This design comes from an exercise in tuning for small area on the open sky130 flow, not from production work. The RTL was checked by simulation tests, not by an equivalence proof against the original design. Power is estimated from default activity; no workload was simulated.

Design iotkv_core, start of the top module:
module iotkv_core (
    input  wire        clk,
    input  wire        rst,
    input  wire [15:0] cfg_pin_i,
    input  wire        tick_i,
    input  wire        lim_closed_i,
    input  wire        lim_open_i,
    input  wire [3:0]  kp_sense_i,
    output wire [3:0]  kp_sense_o,
    output wire        kp_sense_oe,
    input  wire [3:0]  kp_scan_i,
    output wire [3:0]  kp_scan_o,
    output wire        kp_scan_oe,
    input  wire        bus_ev_valid_i,
    input  wire [2:0]  bus_ev_kind_i,
    input  wire [7:0]  bus_ev_data_i,
    output wire        bus_tx_valid_o,
    output wire [7:0]  bus_tx_data_o,
    output wire [7:0]  duty_open_o,
    output wire [7:0]  duty_close_o,
    output wire [6:0]  door_state_o,
    output wire [15:0] drop_count_o
);
Size in the first run: roughly 680 cells after synthesis, roughly 5000 um2 of cells after synthesis.
clock: 15.0 ns
lec_check: 0
cap_margin: 20
core_margin: 2
core_utilization: 40
slew_margin: 20
standard.sh (not shown) runs the stock make flow with config.mk's settings and CLKGATE_MAP_FILE= SYNTH_SCRIPT=/design/flow/synth_recipe.tcl, a recipe that flattens the netlist after the stock synthesis.
==> flow/flow/run.sh <==
#!/bin/bash
# ORFS layout with four changes:
#  - after the standard synthesis, the combinational logic is mapped again
#    by ABC with several area scripts, and the smallest result is kept
#    (registers untouched, see resynth.ys); if none works, the standard
#    netlist is kept;
#  - port buffers use the smallest buffer cell;
#  - the constant outputs share one tie cell;
#  - clock-tree synthesis uses clkbuf_8 and no dummy loads.
# Each tool's output goes to its own log file here.
set -euo pipefail
export BUFFER_PORTS_ARGS="-buffer_cell sky130_fd_sc_hd__buf_1"
export CTS_ARGS="-sink_clustering_enable -repair_clock_nets -buf_list sky130_fd_sc_hd__clkbuf_8 -dont_use_dummy_load"
export SKIP_REPAIR_TIE_FANOUT=1

WORK=$(pwd)
ORFS_WORK=$(grep -o 'WORK_HOME=[^ ]*' standard.sh | head -1 | cut -d= -f2)
RES=$ORFS_WORK/results/${FLOW_PLATFORM}/iotkv_core/base
LIB=$FLOW_HOME/platforms/${FLOW_PLATFORM}/lib/sky130_fd_sc_hd__tt_025C_1v80.lib
YOSYS=$(command -v yosys || echo "$FLOW_HOME/../tools/install/yosys/bin/yosys")

bash standard.sh synth > log_synth.txt 2>&1
cp "$RES/1_2_yosys.v" "$WORK/standard_netlist.v"

python3 flow/comb_lib.py "$LIB" "$WORK/comb.lib" > log_comb_lib.txt 2>&1
DONTUSE="-dont_use sky130_fd_sc_hd__probe_p_8 -dont_use sky130_fd_sc_hd__probec_p_8 -dont_use sky130_fd_sc_hd__lpflow_*"
mkdir -p resynth
names=""
while read -r name cmds; do
  [ -z "$name" ] && continue
  echo "$cmds" | tr ';' '\n' | sed 's/^ *//' > "resynth/$name.abc"
  sed -e "s#COMBLIB#$WORK/comb.lib#" -e "s#LIBFILE#$LIB#g" -e "s#NETIN#$WORK/standard_netlist.v#" \
      -e "s#NETOUT#$WORK/resynth/$name.v#" -e "s#STATOUT#$WORK/resynth/$name.stat#" \
      -e "s#TOPNAME#$FLOW_TOP#" -e "s#SCRIPT#$WORK/resynth/$name.abc#" -e "s#DONTUSE#$DONTUSE#" \
      flow/resynth.ys > "resynth/$name.ys"
  "$YOSYS" -l "log_resynth_$name.txt" -q "resynth/$name.ys" > /dev/null 2>&1 &
  names="$names resynth/$name"
done < flow/abc_scripts.txt
wait
python3 flow/pick.py $names > log_pick.txt 2>&1
best=$(sed -n 's/^best //p' log_pick.txt)
if [ -n "$best" ] && [ "$best" != none ]; then
  cp "$WORK/$best.v" "$RES/1_2_yosys.v"
  rm -f "$RES/1_synth.odb"
  bash standard.sh synth > log_synth_odb.txt 2>&1
fi
for step in floorplan place cts route finish; do
  bash standard.sh "$step" > "log_${step}.txt" 2>&1
done
==> flow/flow/abc_scripts.txt <==
b4 &get -n; &st; &syn2; &dch -f; &nf -a; &put; strash; dch; map -a; topo; dnsize
ds3 strash; &get -n; &deepsyn -T 40 -S 3; &put; dch; map -a; strash; dch; map -a; topo; dnsize
dsa strash; &get -n; &deepsyn -T 180 -S 2; &put; dch; map -a; strash; dch; map -a; topo; dnsize
dsc strash; &get -n; &deepsyn -T 90 -S 2; &deepsyn -T 90 -S 3; &put; dch; map -a; strash; dch; map -a; topo; dnsize
dse strash; &get -n; &deepsyn -T 60 -S 2; &deepsyn -T 60 -S 3; &deepsyn -T 60 -S 5; &put; dch; map -a; strash; dch; map -a; topo; dnsize
dsf strash; &get -n; &deepsyn -T 90 -S 2; &deepsyn -T 90 -S 3; &deepsyn -T 90 -S 12; &put; dch; map -a; strash; dch; map -a; topo; dnsize
dsg strash; &get -n; &deepsyn -T 90 -S 2; &deepsyn -T 90 -S 5; &put; dch; map -a; strash; dch; map -a; topo; dnsize
Other scripts of this flow, unchanged in this note and not shown: flow/flow/comb_lib.py, flow/flow/pick.py, flow/flow/resynth.ys
Rerun with:
--- a/flow/flow/run.sh
+++ b/flow/flow/run.sh
@@ -2 +2 @@
-# ORFS layout with four changes:
+# ORFS layout with three changes:
@@ -8 +7,0 @@
-#  - the constant outputs share one tie cell;
@@ -13,2 +12 @@
-export CTS_ARGS="-sink_clustering_enable -repair_clock_nets -buf_list sky130_fd_sc_hd__clkbuf_8 -dont_use_dummy_load"
-export SKIP_REPAIR_TIE_FANOUT=1
+export CTS_ARGS="-sink_clustering_enable -repair_clock_nets -buf_list {sky130_fd_sc_hd__clkbuf_4 sky130_fd_sc_hd__clkbuf_8} -dont_use_dummy_load"
==> flow/flow/abc_scripts.txt (replaced) <==
c1 &get -n; &st; &syn2; &dch -f; &nf -a; &put; strash; dch; map -a; strash; dch -f; map -a; topo; dnsize
b4 &get -n; &st; &syn2; &dch -f; &nf -a; &put; strash; dch; map -a; topo; dnsize
a2 strash; dch; map -a; strash; dch; map -a; topo; dnsize
b3 strash; dch; map -a; strash; dch; map -a; strash; dch; map -a; strash; dch; map -a; topo; dnsize
c5 &get -n; &st; &syn2; &dch -f; &nf -a -p; &put; strash; dch; map -a; topo; dnsize
a3 &get -n; &st; &dch; &nf -a; &put
Effect:
- The new run finished clean
- clock skew grows by 0.0069 ns
- total power drops by a quarter to a third
- hold slack gets better by 0.012 ns
- synthesized cell count goes up by roughly a tenth
- register-to-register slack loses 0.14 ns
- clock power hardly moves
- global-route usage goes down by 0.13 points
- worst setup slack got worse by 0.50 ns
- wire length came out higher by a little under a tenth
Rerun with:
--- a/flow/flow/run.sh
+++ b/flow/flow/run.sh
@@ -2 +2 @@
-# ORFS layout with three changes:
+# ORFS layout with four changes:
@@ -7,0 +8 @@
+#  - the constant outputs share one tie cell;
@@ -12 +13,2 @@
-export CTS_ARGS="-sink_clustering_enable -repair_clock_nets -buf_list {sky130_fd_sc_hd__clkbuf_4 sky130_fd_sc_hd__clkbuf_8} -dont_use_dummy_load"
+export CTS_ARGS="-repair_clock_nets -buf_list sky130_fd_sc_hd__clkbuf_8 -dont_use_dummy_load"
+export SKIP_REPAIR_TIE_FANOUT=1
--- a/flow/flow/abc_scripts.txt
+++ b/flow/flow/abc_scripts.txt
@@ -6,0 +7,5 @@
+ds0 strash; &get -n; &deepsyn -T 40 -S 0; &put; dch; map -a; topo; dnsize
+ds1 strash; &get -n; &deepsyn -T 40 -S 1; &put; dch; map -a; topo; dnsize
+ds2 strash; &get -n; &deepsyn -T 40 -S 2; &dch -f; &nf -a; &put; strash; dch; map -a; topo; dnsize
+ds3 strash; &get -n; &deepsyn -T 40 -S 3; &put; dch; map -a; strash; dch; map -a; topo; dnsize
+ds7 strash; &get -n; &deepsyn -T 40 -S 7; &put; dch; map -a; topo; dnsize
The changed run ran to the end with no violations.
Wire length falls by 0.36%.
Core utilization falls by 0.84 points.
Worst setup slack degrades by 0.21 ns.
Power rises by 51%.
Critical path depth rises by 1.
Maximum frequency falls by 2.7%.
Die area falls by 5.2%.
Global-route usage rises by 0.44 points.
Final area falls by 6.9%.
Via count falls by 5.6%.
Count of clock-buffer cells in the layout is unchanged.
Rerun with:
--- a/flow/flow/run.sh
+++ b/flow/flow/run.sh
@@ -13 +13 @@
-export CTS_ARGS="-repair_clock_nets -buf_list sky130_fd_sc_hd__clkbuf_8 -dont_use_dummy_load"
+export CTS_ARGS="-sink_clustering_enable -repair_clock_nets -buf_list sky130_fd_sc_hd__clkbuf_8 -dont_use_dummy_load"
==> flow/flow/abc_scripts.txt (replaced) <==
b4 &get -n; &st; &syn2; &dch -f; &nf -a; &put; strash; dch; map -a; topo; dnsize
c5 &get -n; &st; &syn2; &dch -f; &nf -a -p; &put; strash; dch; map -a; topo; dnsize
ds3 strash; &get -n; &deepsyn -T 40 -S 3; &put; dch; map -a; strash; dch; map -a; topo; dnsize
dsa strash; &get -n; &deepsyn -T 180 -S 2; &put; dch; map -a; strash; dch; map -a; topo; dnsize
dsb strash; &get -n; &deepsyn -T 180 -S 11; &put; dch; map -a; strash; dch; map -a; topo; dnsize
dsc strash; &get -n; &deepsyn -T 90 -S 2; &deepsyn -T 90 -S 3; &put; dch; map -a; strash; dch; map -a; topo; dnsize
dsd strash; &get -n; &deepsyn -T 180 -S 5; &put; dch; map -a; strash; dch; map -a; topo; dnsize
Via count fell by 1.2%. Clock power is about the same. Final area fell by 1.6%. Die area fell by 1.6%.
Rerun with:
--- a/flow/flow/run.sh
+++ b/flow/flow/run.sh
@@ -13 +13 @@
-export CTS_ARGS="-sink_clustering_enable -repair_clock_nets -buf_list sky130_fd_sc_hd__clkbuf_8 -dont_use_dummy_load"
+export CTS_ARGS="-sink_clustering_enable -sink_clustering_size 40 -sink_clustering_max_diameter 300 -repair_clock_nets -buf_list sky130_fd_sc_hd__clkbuf_16 -root_buf sky130_fd_sc_hd__clkbuf_16 -dont_use_dummy_load"
==> flow/flow/abc_scripts.txt (replaced) <==
b4 &get -n; &st; &syn2; &dch -f; &nf -a; &put; strash; dch; map -a; topo; dnsize
Effect:
- The new run went through all stages and came out clean
- worst setup slack is worse by 0.57 ns
- clock power climbs by 45%
- global-route usage rose by 0.85 points
- clock skew goes up by 0.0040 ns
- synthesized area rises by 7.5%
- core utilization climbs by 0.30 points
Rerun with:
--- a/flow/flow/run.sh
+++ b/flow/flow/run.sh
@@ -2 +2 @@
-# ORFS layout with four changes:
+# ORFS layout with three changes:
@@ -8 +7,0 @@
-#  - the constant outputs share one tie cell;
@@ -13,2 +12 @@
-export CTS_ARGS="-sink_clustering_enable -sink_clustering_size 40 -sink_clustering_max_diameter 300 -repair_clock_nets -buf_list sky130_fd_sc_hd__clkbuf_16 -root_buf sky130_fd_sc_hd__clkbuf_16 -dont_use_dummy_load"
-export SKIP_REPAIR_TIE_FANOUT=1
+export CTS_ARGS="-sink_clustering_enable -repair_clock_nets -buf_list sky130_fd_sc_hd__clkbuf_8 -dont_use_dummy_load"
==> flow/flow/abc_scripts.txt (replaced) <==
c1 &get -n; &st; &syn2; &dch -f; &nf -a; &put; strash; dch; map -a; strash; dch -f; map -a; topo; dnsize
b4 &get -n; &st; &syn2; &dch -f; &nf -a; &put; strash; dch; map -a; topo; dnsize
a2 strash; dch; map -a; strash; dch; map -a; topo; dnsize
b3 strash; dch; map -a; strash; dch; map -a; strash; dch; map -a; strash; dch; map -a; topo; dnsize
c5 &get -n; &st; &syn2; &dch -f; &nf -a -p; &put; strash; dch; map -a; topo; dnsize
a3 &get -n; &st; &dch; &nf -a; &put
=> The new run produced a clean layout; first-iteration DRC count falls by a quarter to a third; final area shrinks slightly; critical path depth stays the same; total power fell by roughly a tenth; via count shrinks by a few percent; synthesized area is unchanged; clock-buffer cell count stays the same; combinational power is about the same; global-route usage drops by 0.98 points.

afterwards: timing with drivers on the ports:
The results above use ideal ports. As a check the final layouts listed here were re-extracted and re-timed, cells and wires unchanged.
Step 1 assumes that a clkbuf_16 drives the clock port and a buf_2 every other input.
Step 2, shift: input delay + t, output delay - t, t = (earliest + latest rising clock arrival at the registers) / 2. This alone moves slack from input paths to output paths.
Three values: ideal ports, drivers, drivers and shift; two values: the first two.
| run | t, ns | setup WS [ns] | clock arrival spread, ns | worst slew at a driven data input, ns | cell pins on the clock port's net |
|---|---|---|---|---|---|
| the first run | 0.394 | 8.053 / 8.060 / 7.667 | 0.017 / 0.017 | 0.03 | 1 |
| the second run | 0.395 | 7.548 / 7.560 / 7.165 | 0.024 / 0.024 | 0.04 | 1 |
| the third run | 0.393 | 7.341 / 7.353 / 6.960 | 0.018 / 0.018 | 0.04 | 1 |
| the fourth run | 0.394 | 8.053 / 8.060 / 7.667 | 0.017 / 0.017 | 0.03 | 1 |
| the fifth run | 0.381 | 7.480 / 7.494 / 7.113 | 0.020 / 0.020 | 0.04 | 1 |
| the sixth run | 0.395 | 7.548 / 7.560 / 7.165 | 0.024 / 0.024 | 0.04 | 1 |
After both steps setup and hold are still met in every run listed.
